Background: an optimization exercise with open tools, aiming at small area, a short achievable clock period and few clock cycles per item. Do not read the settings as production practice.
The RTL was checked by simulation tests, not by an equivalence proof against the original design.
Power is estimated from default activity; no workload was simulated.

Setup of old:
==> flow/design.v <==
module lbv1_xu (
    input  wire         clk,
    input  wire         rst,
    input  wire         start,
    input  wire [3:0]   op,
    input  wire [3:0]   a_len,
    input  wire [63:0]  a_val,
    input  wire [3:0]   b_len,
    input  wire [63:0]  b_val,
    output wire         busy,
    output wire         done,
    output wire [3:0]   r_len,
    output wire [63:0]  r_val,
    output wire         ovf,
    output wire         dbz
);
    localparam [3:0] OP_ADD = 4'd0,  OP_SUB = 4'd1,  OP_NEG = 4'd2,  OP_MUL = 4'd3,
                     OP_DIV = 4'd4,  OP_REM = 4'd5,  OP_INC = 4'd6,  OP_DEC = 4'd7,
                     OP_AND = 4'd8,  OP_OR  = 4'd9,  OP_XOR = 4'd10, OP_NOT = 4'd11,
                     OP_SHL = 4'd12, OP_SHR = 4'd13;
    reg         st_exec, st_mul, st_dala, st_div, st_fix;
    reg         done_q;
    reg         c_xr, c_xa;  
    reg         c_xneg;      
    reg         c_yb;        
    reg         c_yinv;      
    reg         c_zb;        
    reg         c_zor;       
    reg         c_cin;       
    reg         c_carry;     
    reg         c_arith;     
    reg         f_div;       
    reg         f_aovf;      
    reg         f_shift, f_shr;
    reg         f_dgo;       
    reg         f_dbz;       
    reg [3:0]   rl_q;        
    reg [65:0]  r_q;
    reg [63:0]  a_q, b_q;
    reg [6:0]   lza_q, lzb_q;
    reg [5:0]   cnt_q;
    reg         dlast_q;     
    reg         mlast_q;     
    reg         lost_q, movf_q;
    reg [3:0]   out_rl;
    reg [7:0]   out_m8;      
    reg         out_aovf, out_movf, out_dbz;
    integer i;
    reg [63:0] mask_r;
    always @(*) begin
        for (i = 0; i < 8; i = i + 1)
            mask_r[8*i +: 8] = {8{out_m8[i]}};
    end
    wire r_hi = (|r_q[65:64]) || (|(r_q[63:0] & ~mask_r));
    assign busy  = (st_mul & !mlast_q) | (st_dala & f_dgo) | (st_div & !(dlast_q & f_div));
    assign done  = done_q;
    assign r_len = out_rl;
    assign r_val = r_q[63:0] & mask_r;
    assign ovf   = out_movf | (out_aovf & r_hi);
    assign dbz   = out_dbz;
    wire working = st_exec | st_mul | st_dala | st_div | st_fix;
    wire fin     = working & !busy;              
    wire accept  = start & !busy;
    function [6:0] clz64(input [63:0] x);
        reg [31:0] z2, c2;
        reg [15:0] z4; reg [31:0] c4;
        reg [7:0]  z8; reg [23:0] c8;
        reg [3:0]  z16; reg [15:0] c16;
        reg [1:0]  z32; reg [9:0] c32;
        integer k;
        begin
            for (k = 0; k < 32; k = k + 1) begin
                z2[k] = ~x[2*k+1] & ~x[2*k];
                c2[k] = ~x[2*k+1];
            end
            for (k = 0; k < 16; k = k + 1) begin
                z4[k] = z2[2*k+1] & z2[2*k];
                c4[2*k +: 2] = z2[2*k+1] ? {1'b1, c2[2*k]} : {1'b0, c2[2*k+1]};
            end
            for (k = 0; k < 8; k = k + 1) begin
                z8[k] = z4[2*k+1] & z4[2*k];
                c8[3*k +: 3] = z4[2*k+1] ? {1'b1, c4[4*k +: 2]} : {1'b0, c4[4*k+2 +: 2]};
            end
            for (k = 0; k < 4; k = k + 1) begin
                z16[k] = z8[2*k+1] & z8[2*k];
                c16[4*k +: 4] = z8[2*k+1] ? {1'b1, c8[6*k +: 3]} : {1'b0, c8[6*k+3 +: 3]};
            end
            for (k = 0; k < 2; k = k + 1) begin
                z32[k] = z16[2*k+1] & z16[2*k];
                c32[5*k +: 5] = z16[2*k+1] ? {1'b1, c16[8*k +: 4]} : {1'b0, c16[8*k+4 +: 4]};
            end
            clz64 = (z32[1] & z32[0]) ? 7'd64 :
                    (z32[1] ? {2'b01, c32[0 +: 5]} : {2'b00, c32[5 +: 5]});
        end
    endfunction
    wire [3:0]  in_w     = (a_len > b_len) ? a_len : b_len;
    wire        in_shift = (op == OP_SHL) || (op == OP_SHR);
    wire        in_lop   = (op == OP_NEG) || (op == OP_INC) || (op == OP_DEC) ||
                           (op == OP_NOT) || in_shift;
    wire        in_mul   = (op == OP_MUL);
    wire        in_div   = (op == OP_DIV) || (op == OP_REM);
    wire        in_swap  = (in_mul && (b_len < a_len)) || in_shift;
    wire [63:0] in_a     = in_swap ? b_val : a_val;
    wire [63:0] in_b     = in_swap ? a_val : b_val;
    wire [6:0]  in_lza   = clz64(a_val);
    wire [6:0]  in_lzb   = clz64(b_val);
    wire        in_dbz   = in_lzb[6];
    wire        in_q0    = in_lza > in_lzb;      
    wire [65:0] cx = ((r_q & {66{c_xr}}) | {2'b00, a_q & {64{c_xa}}}) ^ {2'b00, {64{c_xneg}}};
    wire [65:0] cy = {{2{c_yinv}}, (b_q & {64{c_yb}}) ^ {64{c_yinv}}};
    wire [65:0] cz = {1'b0, b_q & {64{c_zb}}, 1'b0} | {2'b00, {64{c_zor}}};
    wire [65:0] cs_s = cx ^ cy ^ cz;
    wire [65:0] cs_c = (cx & cy) | (cx & cz) | (cy & cz);
    wire [65:0] ad_x = cs_s & {66{!c_carry}};
    wire [65:0] ad_y = c_arith ? {cs_c[64:0], c_cin} : (cs_c & {66{c_carry}});
    wire [65:0] sum  = ad_x + ad_y;
    wire [5:0]  d_s    = lzb_q[5:0] - lza_q[5:0];
    wire [5:0]  rt_amt = st_dala ? d_s : (f_shr ? (6'd0 - a_q[5:0]) : a_q[5:0]);
    reg  [63:0] rt_out;
    always @(*) begin
        rt_out = b_q;
        for (i = 0; i < 6; i = i + 1)
            if (rt_amt[i]) rt_out = (rt_out << (1 << i)) | (rt_out >> (64 - (1 << i)));
    end
    reg  [63:0] keep_shl;    
    reg  [63:0] keep_shr;    
    always @(*) begin
        for (i = 0; i < 64; i = i + 1) begin
            keep_shl[i] = (i >= a_q[5:0]);
            keep_shr[i] = ((63 - i) >= a_q[5:0]);
        end
    end
    wire        sh_big = f_shr ? (|a_q[63:6])
                               : ((|a_q[63:7]) || (a_q[6:0] >= {rl_q, 3'b000}));
    wire [63:0] sh_res = rt_out & (f_shr ? keep_shr : keep_shl) & {64{!sh_big}};
    reg  [63:0] mask_w;      
    always @(*) begin
        for (i = 0; i < 8; i = i + 1)
            mask_w[8*i +: 8] = {8{(rl_q > i)}};
    end
    wire        acc_hi = c_xr && ((|r_q[65:64]) || (|(r_q[63:0] & ~mask_w)));
    wire        m_ovf  = movf_q | acc_hi | (lost_q & (|a_q[1:0]));
    wire        m_lost = lost_q | (|b_q[63:62]);
    wire [63:0] a_rest = a_q >> 2;
    wire        d_neg  = sum[64];                
    wire [63:0] d_quo  = {a_q[62:0], !d_neg};
    always @(posedge clk) begin
        if (st_exec)
            r_q <= f_shift ? {2'b00, sh_res} : sum;
        else if (st_div && dlast_q && f_div)
            r_q <= {2'b00, d_quo};
        else if (working)
            r_q <= sum;
    end
    wire        div_cont = st_div && !dlast_q;
    reg         yinv_other, cin_other;
    always @(*) begin
        yinv_other = c_yinv;
        cin_other  = c_cin;
        if (accept) begin
            yinv_other = (op == OP_SUB) || (op == OP_DEC);
            cin_other  = (op == OP_SUB) || (op == OP_NEG) || (op == OP_INC);
        end else if (st_dala) begin
            yinv_other = 1'b1;
            cin_other  = 1'b1;
        end else if (st_div) begin
            yinv_other = 1'b0;
            cin_other  = 1'b0;
        end
    end
    always @(posedge clk) begin
        c_yinv <= div_cont ? !d_neg : yinv_other;
        c_cin  <= div_cont ? !d_neg : cin_other;
    end
    always @(posedge clk) begin
        if (rst) begin
            done_q <= 1'b0;
        end else begin
            done_q <= fin;
            if (fin) begin
                out_rl   <= rl_q;
                for (i = 0; i < 8; i = i + 1)
                    out_m8[i] <= (rl_q > i);
                out_aovf <= f_aovf;
                out_movf <= st_mul & m_ovf;
                out_dbz  <= st_dala & f_dbz;
            end
        end
    end
    always @(posedge clk) begin
        if (rst) begin
            st_exec <= 1'b0;
            st_mul  <= 1'b0;
            st_dala <= 1'b0;
            st_div  <= 1'b0;
            st_fix  <= 1'b0;
        end else if (accept) begin
            rl_q    <= in_lop ? a_len : in_w;
            a_q     <= in_a;
            b_q     <= in_b;
            lza_q   <= in_lza;
            lzb_q   <= in_lzb;
            lost_q  <= 1'b0;
            movf_q  <= 1'b0;
            mlast_q <= (in_a[63:2] == 62'd0);
            f_div   <= (op == OP_DIV);
            f_aovf  <= (op == OP_ADD) || (op == OP_INC) || in_mul;
            f_shift <= in_shift;
            f_shr   <= (op == OP_SHR);
            f_dbz   <= in_dbz;
            f_dgo   <= !in_dbz && !in_q0;
            c_xr    <= 1'b0;
            c_xa    <= !in_mul && !(in_div && (op == OP_DIV) && (in_dbz || in_q0));
            c_xneg  <= (op == OP_NEG) || (op == OP_NOT);
            c_yb    <= in_mul ? in_a[0] :
                       ((op == OP_ADD) || (op == OP_SUB) || (op == OP_AND) ||
                        (op == OP_OR) || (op == OP_XOR));
            c_zb    <= in_mul && in_a[1];
            c_zor   <= (op == OP_OR);
            c_carry <= (op == OP_AND) || (op == OP_OR);
            c_arith <= !((op == OP_AND) || (op == OP_OR) || (op == OP_XOR));
            st_exec <= !(in_mul || in_div);
            st_mul  <= in_mul;
            st_dala <= in_div;
            st_div  <= 1'b0;
            st_fix  <= 1'b0;
        end else begin
            if (fin) begin
                st_exec <= 1'b0;
                st_mul  <= 1'b0;
                st_dala <= 1'b0;
                st_div  <= 1'b0;
                st_fix  <= 1'b0;
            end
            if (st_mul) begin
                a_q     <= a_rest;
                b_q     <= b_q << 2;
                c_xr    <= 1'b1;
                c_yb    <= a_q[2];
                c_zb    <= a_q[3];
                mlast_q <= (a_q[63:4] == 60'd0);
                lost_q  <= m_lost;
                movf_q  <= m_ovf;
            end
            if (st_dala && f_dgo) begin
                a_q     <= 64'd0;
                b_q     <= rt_out;
                cnt_q   <= d_s;
                dlast_q <= (d_s == 6'd0);
                c_xr    <= 1'b1;
                c_xa    <= 1'b0;
                c_yb    <= 1'b1;
                st_dala <= 1'b0;
                st_div  <= 1'b1;
            end
            if (st_div) begin
                a_q     <= d_quo;
                cnt_q   <= cnt_q - 6'd1;
                dlast_q <= (cnt_q == 6'd1);
                if (!dlast_q)
                    b_q <= b_q >> 1;
                if (dlast_q && !f_div) begin
                    c_yb   <= d_neg;
                    st_div <= 1'b0;
                    st_fix <= 1'b1;
                end
            end
        end
    end
endmodule
clock: 10.0 ns
lec_check: 0
cap_margin: 20
core_margin: 2
core_utilization: 50
setup_slack_margin: 5
slew_margin: 20
run.sh (not shown) runs the stock make flow with config.mk's settings and CLKGATE_MAP_FILE= SYNTH_SCRIPT=/design/flow/synth_recipe.tcl, a recipe that flattens the netlist after the stock synthesis.
Testbench counts of old, summed over its fixed seeds: cycles 9,536, items 2,400.
For new, these inputs were changed with respect to old:
-- flow/design.v --
<<< old, line 33
    reg         f_aovf;      
    reg         f_shift, f_shr;
    reg         f_dgo;       
    reg         f_dbz;       
    reg [3:0]   rl_q;        
    reg [65:0]  r_q;
>>> new, line 33
    reg         f_aovf;      
    reg         f_shift, f_shr;
    reg [3:0]   rl_q;        
    reg [65:0]  r_q;
<<< old, line 53
    end
    wire r_hi = (|r_q[65:64]) || (|(r_q[63:0] & ~mask_r));
    assign busy  = (st_mul & !mlast_q) | (st_dala & f_dgo) | (st_div & !(dlast_q & f_div));
    assign done  = done_q;
    assign r_len = out_rl;
>>> new, line 51
    end
    wire r_hi = (|r_q[65:64]) || (|(r_q[63:0] & ~mask_r));
    wire d_dbz = lzb_q[6];
    wire d_q0  = lza_q > lzb_q;
    wire d_go  = !d_dbz && !d_q0;
    assign busy  = (st_mul & !mlast_q) | (st_dala & d_go) | (st_div & !(dlast_q & f_div));
    assign done  = done_q;
    assign r_len = out_rl;
<<< old, line 105
    wire [6:0]  in_lza   = clz64(a_val);
    wire [6:0]  in_lzb   = clz64(b_val);
    wire        in_dbz   = in_lzb[6];
    wire        in_q0    = in_lza > in_lzb;      
    wire [65:0] cx = ((r_q & {66{c_xr}}) | {2'b00, a_q & {64{c_xa}}}) ^ {2'b00, {64{c_xneg}}};
    wire [65:0] cy = {{2{c_yinv}}, (b_q & {64{c_yb}}) ^ {64{c_yinv}}};
>>> new, line 106
    wire [6:0]  in_lza   = clz64(a_val);
    wire [6:0]  in_lzb   = clz64(b_val);
    wire [65:0] cx = ((r_q & {66{c_xr}}) | {2'b00, a_q & {64{c_xa}}}) ^ {2'b00, {64{c_xneg}}};
    wire [65:0] cy = {{2{c_yinv}}, (b_q & {64{c_yb}}) ^ {64{c_yinv}}};
<<< old, line 146
    wire [63:0] d_quo  = {a_q[62:0], !d_neg};
    always @(posedge clk) begin
        if (st_exec)
            r_q <= f_shift ? {2'b00, sh_res} : sum;
        else if (st_div && dlast_q && f_div)
            r_q <= {2'b00, d_quo};
        else if (working)
            r_q <= sum;
    end
    wire        div_cont = st_div && !dlast_q;
>>> new, line 145
    wire [63:0] d_quo  = {a_q[62:0], !d_neg};
    always @(posedge clk) begin
        if (st_exec && f_shift)
            r_q <= {2'b00, sh_res};
        else if (st_dala && f_div && !d_go)
            r_q <= 66'd0;                
        else if (st_div && dlast_q && f_div)
            r_q <= {2'b00, d_quo};
        else
            r_q <= sum;
    end
    always @(posedge clk) begin
        if (accept)
            a_q <= in_a;
        else if (st_dala)
            a_q <= 64'd0;                
        else if (st_div)
            a_q <= d_quo;
        else
            a_q <= a_rest;               
    end
    always @(posedge clk) begin
        if (accept)
            b_q <= in_b;
        else if (st_dala)
            b_q <= rt_out;               
        else if (st_div)
            b_q <= dlast_q ? b_q : (b_q >> 1);
        else
            b_q <= b_q << 2;             
    end
    wire        div_cont = st_div && !dlast_q;
<<< old, line 184
                out_aovf <= f_aovf;
                out_movf <= st_mul & m_ovf;
                out_dbz  <= st_dala & f_dbz;
            end
        end
>>> new, line 205
                out_aovf <= f_aovf;
                out_movf <= st_mul & m_ovf;
                out_dbz  <= st_dala & d_dbz;
            end
        end
<<< old, line 197
        end else if (accept) begin
            rl_q    <= in_lop ? a_len : in_w;
            a_q     <= in_a;
            b_q     <= in_b;
            lza_q   <= in_lza;
            lzb_q   <= in_lzb;
>>> new, line 218
        end else if (accept) begin
            rl_q    <= in_lop ? a_len : in_w;
            lza_q   <= in_lza;
            lzb_q   <= in_lzb;
<<< old, line 208
            f_shift <= in_shift;
            f_shr   <= (op == OP_SHR);
            f_dbz   <= in_dbz;
            f_dgo   <= !in_dbz && !in_q0;
            c_xr    <= 1'b0;
            c_xa    <= !in_mul && !(in_div && (op == OP_DIV) && (in_dbz || in_q0));
            c_xneg  <= (op == OP_NEG) || (op == OP_NOT);
            c_yb    <= in_mul ? in_a[0] :
>>> new, line 227
            f_shift <= in_shift;
            f_shr   <= (op == OP_SHR);
            c_xr    <= 1'b0;
            c_xa    <= !in_mul;
            c_xneg  <= (op == OP_NEG) || (op == OP_NOT);
            c_yb    <= in_mul ? in_a[0] :
<<< old, line 234
            end
            if (st_mul) begin
                a_q     <= a_rest;
                b_q     <= b_q << 2;
                c_xr    <= 1'b1;
                c_yb    <= a_q[2];
>>> new, line 251
            end
            if (st_mul) begin
                c_xr    <= 1'b1;
                c_yb    <= a_q[2];
<<< old, line 243
                movf_q  <= m_ovf;
            end
            if (st_dala && f_dgo) begin
                a_q     <= 64'd0;
                b_q     <= rt_out;
                cnt_q   <= d_s;
                dlast_q <= (d_s == 6'd0);
>>> new, line 258
                movf_q  <= m_ovf;
            end
            if (st_dala && d_go) begin
                cnt_q   <= d_s;
                dlast_q <= (d_s == 6'd0);
<<< old, line 255
            end
            if (st_div) begin
                a_q     <= d_quo;
                cnt_q   <= cnt_q - 6'd1;
                dlast_q <= (cnt_q == 6'd1);
                if (!dlast_q)
                    b_q <= b_q >> 1;
                if (dlast_q && !f_div) begin
                    c_yb   <= d_neg;
>>> new, line 268
            end
            if (st_div) begin
                cnt_q   <= cnt_q - 6'd1;
                dlast_q <= (cnt_q == 6'd1);
                if (dlast_q && !f_div) begin
                    c_yb   <= d_neg;
### Flow results
- Relative to old, post-synthesis sequential area ratio has decreased by 1.5 points in new.
- Delta (new minus old): average wire per standard cell decreased by 3.1% relative to the old numbers; wire length of the first global-routing pass decreased by 13% relative to the old numbers; tap cell instance count decreased by about 10% relative to the old numbers.
- Cell count after placement was higher in the run labelled old.
- Compared old against new; hold slack within noise.
- The setup slack of new is smaller than that of old.
- Of the two candidates, old has the worse total non-filler cell area in the finished layout and new the better one.
- Relative to old, the sum of buffers and inverters on the critical path of new is higher by 1.
- Looking at first element of the critical path, the a_q[1]$_DFFE_PP_ result is from old; the lza_q[0]$_SDFFCE_PP0P_ one comes from new.
- Fraction of power consumed by combinational cells was lower in the run labelled old.
Testbench counts of new, summed over its fixed seeds: cycles 9,536, items 2,400.

port drivers added, routing unchanged:
How much do the figures lean on ideal ports? The routed layouts below were timed once more, with nothing changed but the port constraints.
Step 1 assumes that a clkbuf_16 drives the clock port and a buf_2 every other input.
Step 2, shift: input delay + t, output delay - t, t = (earliest + latest rising clock arrival at the registers) / 2. This alone moves slack from input paths to output paths.
Three values: ideal ports, drivers, drivers and shift; two values: the first two.
run | t, ns | slack for setup (ns) | worst setup path at the end | worst register clock-pin slew, ns
old | 0.657 | 4.951 / 4.951 / 4.350 | input to register | 0.07 / 0.07
new | 0.642 | 4.902 / 4.878 / 4.596 | input to register | 0.07 / 0.07
After both steps every run listed still meets setup and hold. The setup slack of old, which loses most, moves by 0.000 ns with the drivers and by -0.601 ns with both steps.
